From an optimization exercise on the open Yosys and OpenROAD flow, aimed at small area, a short achievable clock period and few clock cycles; shortcuts taken in it are not production practice. At most, simulation tests tie the RTL to the original design; equivalence was not proved. Power figures rest on the tool's default switching activity, not on a simulated workload.

==> branch yarrow <==
Design rawc_seq, start of the top module:
module rawc_seq (
    input  wire        clk,
    input  wire        rst,         
    input  wire        cmd_valid,
    output wire        cmd_ready,
    input  wire [31:0] cmd_word,
    input  wire        wr_valid,
    output wire        wr_ready,
    input  wire [7:0]  wr_byte,
    output wire        rd_valid,
    output wire [7:0]  rd_byte,
    output wire        rsp_valid,
    input  wire        rsp_ready,
    output wire [31:0] rsp_word,
    output wire        p_valid,
    input  wire        p_ready,
    output wire [3:0]  p_kind,
    output wire [5:0]  p_reg,
    output wire        p_word,
    output wire [15:0] p_wdata,
    input  wire [31:0] p_rdata
);
    localparam [3:0] K_RD    = 4'd1;    
    localparam [3:0] K_WR    = 4'd2;    
    localparam [3:0] K_ARD   = 4'd3;    
    localparam [3:0] K_ARDB  = 4'd4;    
    localparam [3:0] K_AWR   = 4'd5;    
    localparam [3:0] K_AWRB  = 4'd6;    
    localparam [3:0] K_EDIS  = 4'd7;    
    localparam [3:0] K_EEN   = 4'd8;    
    localparam [3:0] K_TMR   = 4'd9;    
    localparam [3:0] K_DLY   = 4'd10;   
    localparam [3:0] K_DIAG  = 4'd11;   
    localparam [3:0] OP_INIT     = 4'h1;
    localparam [3:0] OP_ALLOC_M  = 4'h2;
    localparam [3:0] OP_ALLOC_D  = 4'h3;
    localparam [3:0] OP_DEALL_M  = 4'h4;
    localparam [3:0] OP_DEALL_D  = 4'h5;
    localparam [3:0] OP_MOUNT_RX = 4'h6;
    localparam [3:0] OP_SEND_M   = 4'h7;
    localparam [3:0] OP_SET_IDX  = 4'h8;
    localparam [3:0] OP_GET_IDX  = 4'h9;
    localparam [3:0] OP_READ_B   = 4'hA;
    localparam [3:0] OP_WRITE_B  = 4'hB;
    localparam [3:0] OP_GET_ST   = 4'hC;
    localparam [3:0] OP_SET_ST   = 4'hD;
  ...
==> flow/config.mk <==
export PLATFORM = sky130hd
export DESIGN_NAME = rawc_seq
export DESIGN_NICKNAME = rawc_seq
export VERILOG_FILES = /design/flow/design.v
export SDC_FILE = /design/flow/constraint.sdc
export NUM_CORES = 4
export LEC_CHECK = 0
export CAP_MARGIN = 20
export CORE_MARGIN = 2
export CORE_UTILIZATION = 40
export SETUP_SLACK_MARGIN = 1.0
export SLEW_MARGIN = 20
==> flow/constraint.sdc <==
create_clock -name core_clock -period 5.0 [get_ports {clk}]
set_input_delay 1.0000 -clock core_clock [delete_from_list [all_inputs] [get_ports {clk}]]
set_output_delay 1.0000 -clock core_clock [all_outputs]
set_load 0.01 [all_outputs]
standard.sh (not shown) runs the stock make flow with config.mk's settings and CLKGATE_MAP_FILE= SYNTH_SCRIPT=/design/flow/synth_recipe.tcl, a recipe that flattens the netlist after the stock synthesis.
==> flow/flow/run.sh <==
#!/bin/bash
# Layout flow: the standard ORFS flow (standard.sh), with two changes:
#  - the port buffers inserted during placement use the smallest buffer cell;
#  - synthesis leaves adders to ABC instead of extracting half/full adder
#    cells (ADDER_MAP_FILE empty), so carry chains are mapped as logic.
# The synthesis script and its register names are the standard ones.
set -euo pipefail
export BUFFER_PORTS_ARGS="-buffer_cell sky130_fd_sc_hd__buf_1"
export ADDER_MAP_FILE=
bash standard.sh > standard_flow.log 2>&1
==> branch amber: changes against branch yarrow <==
==> flow/flow/run.sh (replaced) <==
#!/bin/bash
# Layout flow: the standard ORFS flow, unchanged, except that the port
# buffers inserted during placement use the smallest buffer cell.
set -euo pipefail
export BUFFER_PORTS_ARGS="-buffer_cell sky130_fd_sc_hd__buf_1"
bash standard.sh > standard_flow.log 2>&1
- CORE_UTILIZATION: 40 -> 60
- SETUP_SLACK_MARGIN: 1.0 -> 1.5
==> comparison table <==
Combined area of the multi-input logic cells: branch amber 5170 um2; branch yarrow 4820 um2
Result of the run: branch amber complete, no violations; branch yarrow complete, no violations
Met2 wire length: branch amber 11800 um; branch yarrow 12400 um
Highest Clock Rate: branch amber 0.276 GHz; branch yarrow 0.260 GHz
Vert. Die Dim: branch amber 116 um; branch yarrow 141 um
Maximum single-stage delay on the critical path: branch amber 0.35 ns; branch yarrow 0.85 ns
Data arrival at the endpoint of the critical path: branch amber 2.62 ns; branch yarrow 2.84 ns
Internal Power: branch amber 1.32 mW; branch yarrow 1.44 mW
Drt wl/cell: branch amber 21.5 um; branch yarrow 21.1 um
DR iter-0 viols: branch amber 1108; branch yarrow 824
Core occupancy in the finished layout: branch amber 74.8%; branch yarrow 46.0%
P_clk: branch amber 0.656 mW; branch yarrow 0.816 mW
Signed area change from the synthesized netlist to the final layout: branch amber 23.0%; branch yarrow 13.3%
No functional check of the RTL was part of any run of this note.


==> v1: inputs <==
Another version of the RTL of rawc_seq (not shown whole).
Design rawc_seq, start of the top module:
module rawc_seq (
    input  wire        clk,
    input  wire        rst,         
    input  wire        cmd_valid,
    output wire        cmd_ready,
    input  wire [31:0] cmd_word,
    input  wire        wr_valid,
    output wire        wr_ready,
    input  wire [7:0]  wr_byte,
    output wire        rd_valid,
    output wire [7:0]  rd_byte,
    output wire        rsp_valid,
    input  wire        rsp_ready,
    output wire [31:0] rsp_word,
    output wire        p_valid,
    input  wire        p_ready,
    output wire [3:0]  p_kind,
    output wire [5:0]  p_reg,
    output wire        p_word,
    output wire [15:0] p_wdata,
    input  wire [31:0] p_rdata
);
==> flow/config.mk <==
export PLATFORM = sky130hd
export DESIGN_NAME = rawc_seq
export DESIGN_NICKNAME = rawc_seq
export VERILOG_FILES = /design/flow/design.v
export SDC_FILE = /design/flow/constraint.sdc
export NUM_CORES = 4
export LEC_CHECK = 0
export CAP_MARGIN = 20
export CORE_MARGIN = 2
export CORE_UTILIZATION = 40
export SETUP_SLACK_MARGIN = 1.5
export SLEW_MARGIN = 20
==> flow/constraint.sdc <==
create_clock -name core_clock -period 5.0 [get_ports {clk}]
set_input_delay 1.0000 -clock core_clock [delete_from_list [all_inputs] [get_ports {clk}]]
set_output_delay 1.0000 -clock core_clock [all_outputs]
set_load 0.01 [all_outputs]
==> flow/flow/run.sh <==
#!/bin/bash
# Layout flow: the standard ORFS flow, unchanged, except that the port
# buffers inserted during placement use the smallest buffer cell.
set -euo pipefail
export BUFFER_PORTS_ARGS="-buffer_cell sky130_fd_sc_hd__buf_1"
bash standard.sh > standard_flow.log 2>&1
==> v9: changes against v1 <==
--- a/flow/design.v
+++ b/flow/design.v
@@ -222,13 +222,13 @@
         endcase
     end
     assign p_reg   = o_reg;
     assign p_word  = o_word;
     assign p_wdata = o_wdata;
     assign rsp_valid = rq;
-    assign rsp_word  = {ill, 11'd0, diags, t0[15:0]};
+    assign rsp_word  = {ill, 11'd0, diags, ill ? 16'd0 : t0[15:0]};
     wire [15:0] rd16    = p_rdata[15:0];
     wire        rd_nz   = (rd16 != 16'd0);
     wire        rd0     = p_rdata[0];
     wire [5:0]  dlo    = {1'b0, p_rdata[4:0]} - {1'b0, t0[4:0]};
     wire        blo    = dlo[5];
     wire [26:0] th     = p_rdata[31:5];
@@ -392,59 +392,62 @@
                 endcase
             end
             if (acc) begin
                 op     <= c_op;
                 ill    <= !c_ok;
                 imm    <= cmd_word[15:0];
-                t0[15:0] <= cmd_word[15:0];
                 diags  <= 4'd0;
                 second <= 1'b0;
                 w      <= c_w;
                 mp     <= cmd_word[22:20];
                 md     <= cmd_word[27];
+                case (c_op)
+                    OP_INIT:     begin w <= 3'd1; mp <= 3'd3; md <= 1'b0; end
+                    OP_ALLOC_M:  begin w <= 3'd3; mp <= 3'd1; md <= 1'b1; end
+                    OP_ALLOC_D:  begin w <= 3'd1; mp <= 3'd2; md <= 1'b1; end
+                    OP_DEALL_M:  begin w <= 3'd2; mp <= 3'd1; md <= 1'b0; end
+                    OP_DEALL_D:  begin w <= 3'd0; mp <= 3'd2; md <= 1'b0; end
+                    OP_MOUNT_RX: begin mp <= 3'd0; md <= 1'b1; end
+                    OP_SEND_M:   begin w <= 3'd3; mp <= 3'd0; md <= 1'b0; end
+                    default: ;
+                endcase
+                case (c_op)
+                    OP_GET_ST: t0[15:0] <= {15'd0, mnt[c_w[0]]};
+                    OP_SET_ST: t0[15:0] <= 16'd0;
+                    OP_RDCSR:  t0[15:0] <= cmd_word[0] ? {14'd0, mnt} : {10'd0, oob};
+                    default:   t0[15:0] <= cmd_word[15:0];
+                endcase
                 pv     <= 1'b1;
                 rq     <= 1'b0;
                 if (!c_ok) begin
                     pv <= 1'b0;
                     rq <= 1'b1;
-                    t0[15:0] <= 16'd0;
                     st <= S_RSP;
                 end else begin
                     case (c_op)
-                        OP_INIT:     begin w <= 3'd1; mp <= 3'd3; md <= 1'b0; st <= S_EDIS;
-                                           mnt <= 2'b00; end
-                        OP_ALLOC_M:  begin w <= 3'd3; mp <= 3'd1; md <= 1'b1; st <= S_FIFO; end
-                        OP_ALLOC_D:  begin w <= 3'd1; mp <= 3'd2; md <= 1'b1; st <= S_FIFO; end
-                        OP_DEALL_M:  begin w <= 3'd2; mp <= 3'd1; md <= 1'b0; st <= S_EDIS; end
-                        OP_DEALL_D:  begin w <= 3'd0; mp <= 3'd2; md <= 1'b0; st <= S_EDIS;
-                                           mnt[0] <= 1'b0; end
-                        OP_MOUNT_RX: begin mp <= 3'd0; md <= 1'b1; st <= S_EDIS;
-                                           if (c_w == 3'd0) mnt[0] <= 1'b1; end
-                        OP_SEND_M:   begin w <= 3'd3; mp <= 3'd0; md <= 1'b0; st <= S_EDIS; end
+                        OP_INIT:     begin st <= S_EDIS; mnt <= 2'b00; end
+                        OP_ALLOC_M,
+                        OP_ALLOC_D:  st <= S_FIFO;
+                        OP_DEALL_D:  begin st <= S_EDIS; mnt[0] <= 1'b0; end
+                        OP_MOUNT_RX: begin st <= S_EDIS; if (c_w == 3'd0) mnt[0] <= 1'b1; end
+                        OP_DEALL_M,
+                        OP_SEND_M,
+                        OP_MOVE:     st <= S_EDIS;
                         OP_SET_IDX:  st <= S_SIDX;
                         OP_GET_IDX:  st <= S_GIDX;
                         OP_READ_B:   st <= oob[c_w] ? S_DGX : S_ARD;
                         OP_WRITE_B:  st <= oob[c_w] ? S_DGX : S_AWR;
-                        OP_MOVE:     st <= S_EDIS;
-                        OP_GET_ST: begin
-                            pv <= 1'b0;
-                            rq <= 1'b1;
-                            t0[15:0] <= {15'd0, mnt[c_w[0]]};
-                            st <= S_RSP;
-                        end
                         OP_SET_ST: begin
                             mnt[c_w[0]] <= cmd_word[0];
                             pv <= 1'b0;
                             rq <= 1'b1;
-                            t0[15:0] <= 16'd0;
                             st <= S_RSP;
                         end
                         default: begin    
                             pv <= 1'b0;
                             rq <= 1'b1;
-                            t0[15:0] <= cmd_word[0] ? {14'd0, mnt} : {10'd0, oob};
                             st <= S_RSP;
                         end
                     endcase
                 end
             end
         end
==> flow/flow/run.sh (replaced) <==
#!/bin/bash
# Layout flow: the standard ORFS flow (standard.sh), with two changes:
#  - the port buffers inserted during placement use the smallest buffer cell;
#  - synthesis leaves adders to ABC instead of extracting half/full adder
#    cells (ADDER_MAP_FILE empty), so carry chains are mapped as logic.
# The synthesis script and its register names are the standard ones.
set -euo pipefail
export BUFFER_PORTS_ARGS="-buffer_cell sky130_fd_sc_hd__buf_1"
export ADDER_MAP_FILE=
bash standard.sh > standard_flow.log 2>&1
--- a/flow/config.mk
+++ b/flow/config.mk
@@ -5,8 +5,8 @@
 export SDC_FILE = /design/flow/constraint.sdc
 export NUM_CORES = 4
 export LEC_CHECK = 0
 export CAP_MARGIN = 20
 export CORE_MARGIN = 2
 export CORE_UTILIZATION = 40
-export SETUP_SLACK_MARGIN = 1.5
+export SETUP_SLACK_MARGIN = 2.5
 export SLEW_MARGIN = 20
==> v2: changes against v1 <==
--- a/flow/design.v
+++ b/flow/design.v
@@ -222,13 +222,13 @@
         endcase
     end
     assign p_reg   = o_reg;
     assign p_word  = o_word;
     assign p_wdata = o_wdata;
     assign rsp_valid = rq;
-    assign rsp_word  = {ill, 11'd0, diags, t0[15:0]};
+    assign rsp_word  = {ill, 11'd0, diags, ill ? 16'd0 : t0[15:0]};
     wire [15:0] rd16    = p_rdata[15:0];
     wire        rd_nz   = (rd16 != 16'd0);
     wire        rd0     = p_rdata[0];
     wire [5:0]  dlo    = {1'b0, p_rdata[4:0]} - {1'b0, t0[4:0]};
     wire        blo    = dlo[5];
     wire [26:0] th     = p_rdata[31:5];
@@ -392,59 +392,62 @@
                 endcase
             end
             if (acc) begin
                 op     <= c_op;
                 ill    <= !c_ok;
                 imm    <= cmd_word[15:0];
-                t0[15:0] <= cmd_word[15:0];
                 diags  <= 4'd0;
                 second <= 1'b0;
                 w      <= c_w;
                 mp     <= cmd_word[22:20];
                 md     <= cmd_word[27];
+                case (c_op)
+                    OP_INIT:     begin w <= 3'd1; mp <= 3'd3; md <= 1'b0; end
+                    OP_ALLOC_M:  begin w <= 3'd3; mp <= 3'd1; md <= 1'b1; end
+                    OP_ALLOC_D:  begin w <= 3'd1; mp <= 3'd2; md <= 1'b1; end
+                    OP_DEALL_M:  begin w <= 3'd2; mp <= 3'd1; md <= 1'b0; end
+                    OP_DEALL_D:  begin w <= 3'd0; mp <= 3'd2; md <= 1'b0; end
+                    OP_MOUNT_RX: begin mp <= 3'd0; md <= 1'b1; end
+                    OP_SEND_M:   begin w <= 3'd3; mp <= 3'd0; md <= 1'b0; end
+                    default: ;
+                endcase
+                case (c_op)
+                    OP_GET_ST: t0[15:0] <= {15'd0, mnt[c_w[0]]};
+                    OP_SET_ST: t0[15:0] <= 16'd0;
+                    OP_RDCSR:  t0[15:0] <= cmd_word[0] ? {14'd0, mnt} : {10'd0, oob};
+                    default:   t0[15:0] <= cmd_word[15:0];
+                endcase
                 pv     <= 1'b1;
                 rq     <= 1'b0;
                 if (!c_ok) begin
                     pv <= 1'b0;
                     rq <= 1'b1;
-                    t0[15:0] <= 16'd0;
                     st <= S_RSP;
                 end else begin
                     case (c_op)
-                        OP_INIT:     begin w <= 3'd1; mp <= 3'd3; md <= 1'b0; st <= S_EDIS;
-                                           mnt <= 2'b00; end
-                        OP_ALLOC_M:  begin w <= 3'd3; mp <= 3'd1; md <= 1'b1; st <= S_FIFO; end
-                        OP_ALLOC_D:  begin w <= 3'd1; mp <= 3'd2; md <= 1'b1; st <= S_FIFO; end
-                        OP_DEALL_M:  begin w <= 3'd2; mp <= 3'd1; md <= 1'b0; st <= S_EDIS; end
-                        OP_DEALL_D:  begin w <= 3'd0; mp <= 3'd2; md <= 1'b0; st <= S_EDIS;
-                                           mnt[0] <= 1'b0; end
-                        OP_MOUNT_RX: begin mp <= 3'd0; md <= 1'b1; st <= S_EDIS;
-                                           if (c_w == 3'd0) mnt[0] <= 1'b1; end
-                        OP_SEND_M:   begin w <= 3'd3; mp <= 3'd0; md <= 1'b0; st <= S_EDIS; end
+                        OP_INIT:     begin st <= S_EDIS; mnt <= 2'b00; end
+                        OP_ALLOC_M,
+                        OP_ALLOC_D:  st <= S_FIFO;
+                        OP_DEALL_D:  begin st <= S_EDIS; mnt[0] <= 1'b0; end
+                        OP_MOUNT_RX: begin st <= S_EDIS; if (c_w == 3'd0) mnt[0] <= 1'b1; end
+                        OP_DEALL_M,
+                        OP_SEND_M,
+                        OP_MOVE:     st <= S_EDIS;
                         OP_SET_IDX:  st <= S_SIDX;
                         OP_GET_IDX:  st <= S_GIDX;
                         OP_READ_B:   st <= oob[c_w] ? S_DGX : S_ARD;
                         OP_WRITE_B:  st <= oob[c_w] ? S_DGX : S_AWR;
-                        OP_MOVE:     st <= S_EDIS;
-                        OP_GET_ST: begin
-                            pv <= 1'b0;
-                            rq <= 1'b1;
-                            t0[15:0] <= {15'd0, mnt[c_w[0]]};
-                            st <= S_RSP;
-                        end
                         OP_SET_ST: begin
                             mnt[c_w[0]] <= cmd_word[0];
                             pv <= 1'b0;
                             rq <= 1'b1;
-                            t0[15:0] <= 16'd0;
                             st <= S_RSP;
                         end
                         default: begin    
                             pv <= 1'b0;
                             rq <= 1'b1;
-                            t0[15:0] <= cmd_word[0] ? {14'd0, mnt} : {10'd0, oob};
                             st <= S_RSP;
                         end
                     endcase
                 end
             end
         end
==> results.ini <==
[yosys]
synth_xor_area_share_pct = 3.22

[layout]
final-nonclk-buf-share_pct = 12.7
seqAreaFraction_pct = 24.5
fillers = 1813
syn_to_final_growth_pct = 25.3

[die]
dieArea_um2 = 20100
start_util_pct = 40.7

[pwr]
switching_share_pct = 30.3

[outcome]
status = finished clean

[sta]
max_slew.worst_pin.slew_ns = 1.02

[hold_path]
min_from = rq

[worst_setup_path]
worstSetupEndpoint = rq

-- figures above: v2

==> results.ini <==
[die]
start_util_pct = 40.6

[hold_path]
min_from = rq

[yosys]
synth_xor_area_share_pct = 6.93

[layout]
syn_to_final_growth_pct = 46.3
seqAreaFraction_pct = 21.3
final-nonclk-buf-share_pct = 19.6

[worst_setup_path]
worstSetupEndpoint = pv
path_depth = 11
cp_slowest_cell = or4_4

[pwr]
switching_share_pct = 31.3

[grt]
grt_max_degree = 38

[outcome]
status = finished clean

-- figures above: v9

==> results.ini <==
[outcome]
status = finished clean

[layout]
syn_to_final_growth_pct = 17.4
largest_reg_flops = 32
mostFrequentLayoutCells = 133 x buf_1, 89 x nor2_1, 72 x nand2_1, 70 x a21oi_1, 66 x edfxtp_1
fillers = 1955
mostFrequentLayoutCell = buf_1
seqAreaFraction_pct = 25.5
dominant_cells = multi-input combinational cells

[sta]
max_slew.worst_pin.slew_ns = 1.02

[die]
start_util_pct = 40.6

[worst_setup_path]
worstSetupEndpoint = p_reg[2]

[yosys]
synth_xor_area_share_pct = 4.46

[hold_path]
min_from = oob[3]

[pwr]
switching_share_pct = 30.7

[grt]
grt_most_used_layer = met2

-- figures above: v1

Testbench counts of v1, summed over its fixed seeds: cycles 146,720.
For v9 and v2, only the layout was checked, not whether the RTL still works.

[port drivers added, routing unchanged]
Ports are ideal in the flow. The routed layouts listed here were re-timed in OpenROAD. Step 1 (the two cells are an assumption about what drives the block):
set clk [get_ports {clk}]
set_driving_cell -lib_cell sky130_fd_sc_hd__clkbuf_16 $clk
set_driving_cell -lib_cell sky130_fd_sc_hd__buf_2 [delete_from_list [all_inputs] $clk]
Step 2, shift: input delay + t, output delay - t, t = (earliest + latest rising clock arrival at the registers) / 2. This alone moves slack from input paths to output paths. Slacks: no drivers / after step 1 / after step 2; pairs: no drivers / after step 1.
run | t, ns | slack for setup (ns) | clock arrival spread, ns
branch yarrow | 0.390 | 1.159 / 1.116 / 1.052 | 0.013 / 0.013
branch amber | 0.393 | 1.381 / 1.339 / 0.990 | 0.005 / 0.005
v1 | 0.395 | 1.495 / 1.452 / 1.157 | 0.007 / 0.007
v9 | 0.393 | 1.712 / 1.682 / 1.317 | 0.013 / 0.013
v2 | 0.396 | 1.342 / 1.336 / 0.941 | 0.010 / 0.009
After both steps setup and hold are still met in every run listed. The setup slack of v2, which loses most, moves by -0.006 ns with the drivers and by -0.401 ns with both steps.
